This design comes from an exercise in tuning for small area, a short achievable clock period and few clock cycles on the open sky130 flow, not from production work. Where RTL was checked, it was by simulation tests only, not by an equivalence proof against the original.

// jfp_csum
module jfp_csum (
    input             clk,
    input             rst,
    input             bus_valid,
    input             bus_we,
    input      [7:0]  bus_addr,
    input      [3:0]  bus_be,
    input      [31:0] bus_wdata,
    output            bus_ready,
    output reg [31:0] bus_rdata
);
Size: about 6,100 cells after synthesis, ~1,100 flip-flops, ~81 I/O pins, roughly 66,000 µm² of cells after synthesis.
export LEC_CHECK = 0
export CAP_MARGIN = 20
export CORE_MARGIN = 2
export CORE_UTILIZATION = 45
export CTS_BUF_LIST = sky130_fd_sc_hd__clkbuf_8
export CTS_CLUSTER_SIZE = 30
export PLACE_DENSITY = 0.6
export SETUP_SLACK_MARGIN = 3.5
export SLEW_MARGIN = 20
create_clock -name core_clock -period 10.0 [get_ports {clk}]
run.sh (not shown) runs the stock make flow with config.mk's settings and CLKGATE_MAP_FILE= SYNTH_SCRIPT=/design/flow/synth_recipe.tcl, a recipe that flattens the netlist after the stock synthesis.
The baseline ran to the end with no violations.
Testbench counts at the start, summed over its fixed seeds: cycles 11,786.
Next try:
--- a/flow/config.mk
+++ b/flow/config.mk
@@ -14 +14 @@
-export SETUP_SLACK_MARGIN = 3.5
+export SETUP_SLACK_MARGIN = 3.0
After rerunning: Via count drops by 1.2%. Hold slack loses 0.0034 ns. Die area is unchanged. Utilization came out lower by 1.4 points. Cell area decreases by 2.6%.

* * *

Another version of the RTL of jfp_csum (not shown whole).
Size: ~1200 flip-flops, ~68000 µm² of cells after synthesis.
## jfp_csum
module jfp_csum (
    input             clk,
    input             rst,
    input             bus_valid,
    input             bus_we,
    input      [7:0]  bus_addr,
    input      [3:0]  bus_be,
    input      [31:0] bus_wdata,
    output            bus_ready,
    output reg [31:0] bus_rdata
);
    localparam [2:0] EC_OK    = 3'd0;    
    localparam [2:0] EC_ILL   = 3'd1;    
    localparam [2:0] EC_BND   = 3'd2;    
    localparam [2:0] EC_SHORT = 3'd3;    
    localparam [2:0] EC_ULEN  = 3'd4;    
    localparam [2:0] EC_LMIS  = 3'd5;    
    localparam [2:0] EC_ADDR  = 3'd6;    
    function [22:0] ks22;
        input [21:0] a, b;
        input        cin;
        reg   [21:0] g, p, p0;
        integer      i, d;
        begin
            g = a & b;
            p = a ^ b;
            p0 = p;
            for (d = 1; d < 22; d = d * 2)
                for (i = 21; i >= d; i = i - 1) begin
  ...
Settings: LEC_CHECK=0, CAP_MARGIN=20, CORE_MARGIN=2, CORE_UTILIZATION=45, CTS_BUF_LIST=sky130_fd_sc_hd__clkbuf_8, CTS_CLUSTER_SIZE=30, PLACE_DENSITY=0.6, SETUP_SLACK_MARGIN=3.25, SLEW_MARGIN=20; clock period 10.0 ns.
The first run completed without violations.
Testbench counts at the start, summed over its fixed seeds: cycles 11,786.
Then changed:
CORE_UTILIZATION = 35   (was 45)
PLACE_DENSITY = 0.5   (was 0.6)
SETUP_SLACK_MARGIN = 4.0   (was 3.25)
Worst setup slack improved by 0.25 ns.
Global-route usage decreases by 7.0 points.
Critical path depth increases by 2.
Via count increases by 1.8%.
Maximum frequency increases by 3.8%.
Then changed:
CORE_UTILIZATION = 50   (was 35)
PLACE_DENSITY = 0.65   (was 0.5)
SETUP_SLACK_MARGIN = 3.0   (was 4.0)
Count of clock-buffer cells in the layout decreases by 10; maximum frequency shrinks by 7.9%; die area shrinks by 30%; wire length falls by 14%; synthesized cell count is unchanged; core utilization grows by 12 points.

* * *

## oak
jfp_csum, a different RTL version from the one above (not shown whole).
Size: about 6,100 cells after synthesis, roughly 1,200 flip-flops, ~81 I/O pins, roughly 69,000 sq um of cells after synthesis.
==> flow/design.v (excerpt) <==
module jfp_csum (
    input             clk,
    input             rst,
    input             bus_valid,
    input             bus_we,
    input      [7:0]  bus_addr,
    input      [3:0]  bus_be,
    input      [31:0] bus_wdata,
    output            bus_ready,
    output reg [31:0] bus_rdata
);
make LEC_CHECK=0 CAP_MARGIN=20 CORE_MARGIN=2 CORE_UTILIZATION=35 PLACE_DENSITY=0.5 SETUP_SLACK_MARGIN=3.0 SLEW_MARGIN=20 finish   # period 10.0 ns
Relative to oak, the following input files were edited for pine:
--- a/flow/config.mk
+++ b/flow/config.mk
@@ -10,2 +10,4 @@
 export CORE_UTILIZATION = 35
+export CTS_BUF_LIST = sky130_fd_sc_hd__clkbuf_8
+export CTS_CLUSTER_SIZE = 30
 export PLACE_DENSITY = 0.5
--- outcome ---
No stage failed in pine, and the final checks on the layout all came back clean.
No run of this note included a check of the RTL's function; only the layout flow was run.

* * *

RTL: one of the versions met above, not the one the previous note started from.
For scale: roughly 1200 flip-flops, about 0.068 mm2 of cells after synthesis.
Settings: LEC_CHECK=0, CAP_MARGIN=20, CORE_MARGIN=2, CORE_UTILIZATION=35, CTS_BUF_LIST=sky130_fd_sc_hd__clkbuf_8, CTS_CLUSTER_SIZE=30, PLACE_DENSITY=0.5, SETUP_SLACK_MARGIN=3.0, SLEW_MARGIN=20; clock period 10.0 ns.
Testbench counts at the start, summed over its fixed seeds: cycles 11,786.
Rerun with:
--- a/flow/config.mk
+++ b/flow/config.mk
@@ -12,4 +12,4 @@
 export CTS_CLUSTER_SIZE = 30
 export PLACE_DENSITY = 0.5
-export SETUP_SLACK_MARGIN = 3.0
+export SETUP_SLACK_MARGIN = 2.5
 export SLEW_MARGIN = 20
=> Design area went down by about 2.4%; first-iteration DRC count went up by 14%; worst setup slack degrades by 0.63 ns; global-route usage went down by 2.0 points; final cell count went down by about 0.8%.
Rerun with:
--- a/flow/config.mk
+++ b/flow/config.mk
@@ -8,8 +8,8 @@
 export CAP_MARGIN = 20
 export CORE_MARGIN = 2
-export CORE_UTILIZATION = 35
+export CORE_UTILIZATION = 45
 export CTS_BUF_LIST = sky130_fd_sc_hd__clkbuf_8
 export CTS_CLUSTER_SIZE = 30
-export PLACE_DENSITY = 0.5
-export SETUP_SLACK_MARGIN = 2.5
+export PLACE_DENSITY = 0.6
+export SETUP_SLACK_MARGIN = 3.0
 export SLEW_MARGIN = 20
Outcome: The changed run completed with no timing, DRC or antenna violations. Utilization climbs by 12 points. Setup slack improved by 0.61 ns. Worst hold slack improved by 0.0043 ns. Critical path depth drops by 12.

==> what the ideal ports hide <==
The flow's constraints put no driver on any port. The routed layouts listed below were extracted and timed again, unchanged, in two steps.
Step 1 assumes that a clkbuf_16 drives the clock port and a buf_2 every other input.
Step 2, shift: input delay + t, output delay - t, t = (earliest + latest rising clock arrival at the registers) / 2. This alone moves slack from input paths to output paths.
Slacks: ideal / step 1 / step 2; pairs: ideal / step 1.
| run | t (ns) | setup WS [ns] | worst register clock-pin slew, ns |
|---|---|---|---|
| the first run of note 1 | 1.079 | 2.127 / 2.127 / 2.127 | 0.08 / 0.08 |
| the second run of note 1 | 1.102 | 2.339 / 2.339 / 2.322 | 0.08 / 0.08 |
| the first run of note 2 | 1.042 | 3.064 / 2.987 / 2.385 | 0.08 / 0.08 |
| the second run of note 2 | 1.157 | 3.317 / 3.120 / 2.970 | 0.08 / 0.08 |
| the third run of note 2 | 1.047 | 2.744 / 2.684 / 2.183 | 0.08 / 0.08 |
| oak | 0.940 | 2.814 / 2.814 / 2.071 | 0.07 / 0.07 |
| pine | 1.139 | 2.844 / 2.818 / 2.249 | 0.07 / 0.07 |
| the first run of note 4 | 1.099 | 2.902 / 2.803 / 2.206 | 0.08 / 0.08 |
| the second run of note 4 | 1.121 | 2.274 / 2.274 / 1.704 | 0.08 / 0.08 |
| the third run of note 4 | 1.063 | 2.886 / 2.829 / 2.239 | 0.07 / 0.07 |
After both steps setup and hold are still met in every run listed. For oak, which loses most, drivers alone change the setup slack by 0.000 ns; drivers and shift together by -0.743 ns.
